Source: an optimization exercise on an open RTL-to-GDS flow (aim: small area, a short achievable clock period and few clock cycles). Production flows keep margins and buffers that such runs may drop.
Only simulation tests tie the RTL to the original design; equivalence was not proved.
Power and IR drop assume default switching activity.

==> flow/design.v (excerpt) <==
module pwe_encoder (
    input  wire         clk,
    input  wire         rst,
    input  wire         req_valid,
    output wire         req_ready,
    input  wire [15:0]  req_opcode,
    input  wire [15:0]  req_version,
    input  wire [31:0]  req_request_id,
    input  wire [31:0]  f_status,
    input  wire [31:0]  f_word,
    input  wire [31:0]  f_vnet_id,
    input  wire [15:0]  f_vlan_id,
    input  wire [15:0]  f_port,
    input  wire [7:0]   f_src_prefix_len,
    input  wire [7:0]   f_dst_prefix_len,
    input  wire [47:0]  f_mac,
    input  wire [47:0]  f_mac2,
    input  wire [127:0] f_ip,
    input  wire [127:0] f_ip2,
    output wire         tx_valid,
    input  wire         tx_ready,
    output wire [7:0]   tx_data,
    output wire         tx_last,
    output reg          ev_valid,
    output wire [7:0]   ev_code,
    output wire [15:0]  ev_opcode,
    output wire [31:0]  ev_request_id
);
Size: ~1,200 cells after synthesis, roughly 140 flip-flops, about 0.011 mm^2 of cells after synthesis.
clock: 6.0 ns
lec_check: 0
cap_margin: 20
core_margin: 2
core_utilization: 34
place_density: 0.7
setup_slack_margin: 3.2
slew_margin: 20
standard.sh (not shown) runs the stock make flow with config.mk's settings and CLKGATE_MAP_FILE= SYNTH_SCRIPT=/design/flow/synth_recipe.tcl, a recipe that flattens the netlist after the stock synthesis.
==> flow/flow/run.sh <==
#!/bin/bash
# Standard ORFS layout; the port buffers are the smallest buffer cell
# (buf_1) instead of the cell buffer_ports picks by default.
set -euo pipefail
bash standard.sh "BUFFER_PORTS_ARGS=-buffer_cell sky130_fd_sc_hd__buf_1" finish > orfs_make.log 2>&1
The baseline ran to the end with no violations.
Testbench counts at the start, summed over its fixed seeds: cycles 147,057.
Change:
--- a/flow/config.mk
+++ b/flow/config.mk
@@ -9,5 +9,5 @@
 export CORE_MARGIN = 2
-export CORE_UTILIZATION = 34
-export PLACE_DENSITY = 0.7
-export SETUP_SLACK_MARGIN = 3.2
+export CORE_UTILIZATION = 30
+export PLACE_DENSITY = 0.5
+export SETUP_SLACK_MARGIN = 3.0
 export SLEW_MARGIN = 20
Result: Power fell by roughly a tenth; worst setup slack gets worse by 0.25 ns; cell area fell by a few percent; via count fell by a few percent; sequential power rose by a few percent; non-clock buffer count fell by 32; synthesized cell count is unchanged; count of clock-buffer cells in the layout rose by 9; routed wire length rose by a few percent; utilization fell by 6.7 points.

---

pwe_encoder, a different RTL version from the one above (not shown whole).
Size: about 1200 cells after synthesis, roughly 140 flip-flops.
clock: 6.0 ns
lec_check: 0
cap_margin: 20
core_margin: 2
core_utilization: 30
place_density: 0.5
setup_slack_margin: 3.5
slew_margin: 20
Scripts as last shown in full above: flow/flow/run.sh
Testbench counts at the start, summed over its fixed seeds: cycles 147,057.
Change:
- SETUP_SLACK_MARGIN: 3.5 -> 3.2
Result: The changed run completed without violations; utilization fell by 4.7 points; clock skew rose by 0.0066 ns; total power fell by 18%.
Change:
- CTS_BUF_LIST: not set -> sky130_fd_sc_hd__clkbuf_8
Non-clock buffer count increases by 5. Global-route usage barely changes. Synthesized area stays the same. Utilization decreases by 0.47 points. Routed wire length stays flat. Final cell count stays flat. Total power decreases by 1.6%. Synthesized cell count does not change. Flip-flop and latch count stays the same. Die area is unchanged.

---

pwe_encoder again, from the RTL that the note above started with.
Design pwe_encoder, start of the top module:
module pwe_encoder (
    input  wire         clk,
    input  wire         rst,
    input  wire         req_valid,
    output wire         req_ready,
    input  wire [15:0]  req_opcode,
    input  wire [15:0]  req_version,
    input  wire [31:0]  req_request_id,
    input  wire [31:0]  f_status,
    input  wire [31:0]  f_word,
    input  wire [31:0]  f_vnet_id,
    input  wire [15:0]  f_vlan_id,
    input  wire [15:0]  f_port,
    input  wire [7:0]   f_src_prefix_len,
    input  wire [7:0]   f_dst_prefix_len,
    input  wire [47:0]  f_mac,
    input  wire [47:0]  f_mac2,
    input  wire [127:0] f_ip,
    input  wire [127:0] f_ip2,
    output wire         tx_valid,
    input  wire         tx_ready,
    output wire [7:0]   tx_data,
    output wire         tx_last,
    output reg          ev_valid,
    output wire [7:0]   ev_code,
    output wire [15:0]  ev_opcode,
    output wire [31:0]  ev_request_id
);
    localparam [7:0] EV_ENCODE_UNKNOWN_OPCODE = 8'h05;
  ...
clock: 6.0 ns
lec_check: 0
cap_margin: 5
core_margin: 2
core_utilization: 30
place_density: 0.5
setup_slack_margin: 3.2
slew_margin: 5
Scripts as last shown in full above: flow/flow/run.sh
The baseline completed with no timing, DRC or antenna violations.
Testbench counts at the start, summed over its fixed seeds: cycles 147,057.
Next try:
--- a/flow/config.mk
+++ b/flow/config.mk
@@ -6,8 +6,8 @@
 export NUM_CORES = 4
 export LEC_CHECK = 0
-export CAP_MARGIN = 5
+export CAP_MARGIN = 20
 export CORE_MARGIN = 2
 export CORE_UTILIZATION = 30
-export PLACE_DENSITY = 0.5
+export PLACE_DENSITY = 0.4
 export SETUP_SLACK_MARGIN = 3.2
-export SLEW_MARGIN = 5
+export SLEW_MARGIN = 20
The changed run finished with timing, DRC and antenna clean; power came out lower by about 3.4%; global-route usage grows by 1.3 points; routed wire length rose by about 3%; setup slack is worse by 0.025 ns; hold slack is about the same; clock skew fell by 0.0082 ns; fmax decreases by 0.85%; cell area went down by about 0.7%; via count grows by 0.74%.

-- static timing again, ports no longer ideal --
In the flow no input, the clock included, has a driving cell. The finished layouts below were timed again as built, in two steps.
Step 1 assumes that a clkbuf_16 drives the clock port and a buf_2 every other input.
Step 2 adds t to the input delays and takes it off the output delays; t is the mean of the earliest and latest rising clock arrival at the registers after step 1. Input paths then give back, and output paths get back, about the clock's delay inside the block.
Slacks: ideal ports / drivers / drivers and shift; pairs: ideal ports / drivers.
run | t (ns) | setup slack, ns | clock arrival spread, ns
the first run of note 1 | 0.494 | 3.029 / 3.029 / 2.564 | 0.018 / 0.018
the second run of note 1 | 0.518 | 2.782 / 2.782 / 2.423 | 0.014 / 0.015
the first run of note 2 | 0.502 | 3.263 / 3.263 / 2.916 | 0.010 / 0.011
the second run of note 2 | 0.484 | 3.147 / 3.144 / 2.659 | 0.017 / 0.017
the third run of note 2 | 0.538 | 3.057 / 3.058 / 2.542 | 0.027 / 0.027
the first run of note 3 | 0.495 | 3.151 / 3.151 / 2.735 | 0.024 / 0.024
the second run of note 3 | 0.491 | 3.127 / 3.127 / 2.674 | 0.016 / 0.016
After both steps every run listed still meets setup and hold. For the third run of note 2, which loses most, drivers alone change the setup slack by +0.001 ns; drivers and shift together by -0.515 ns.
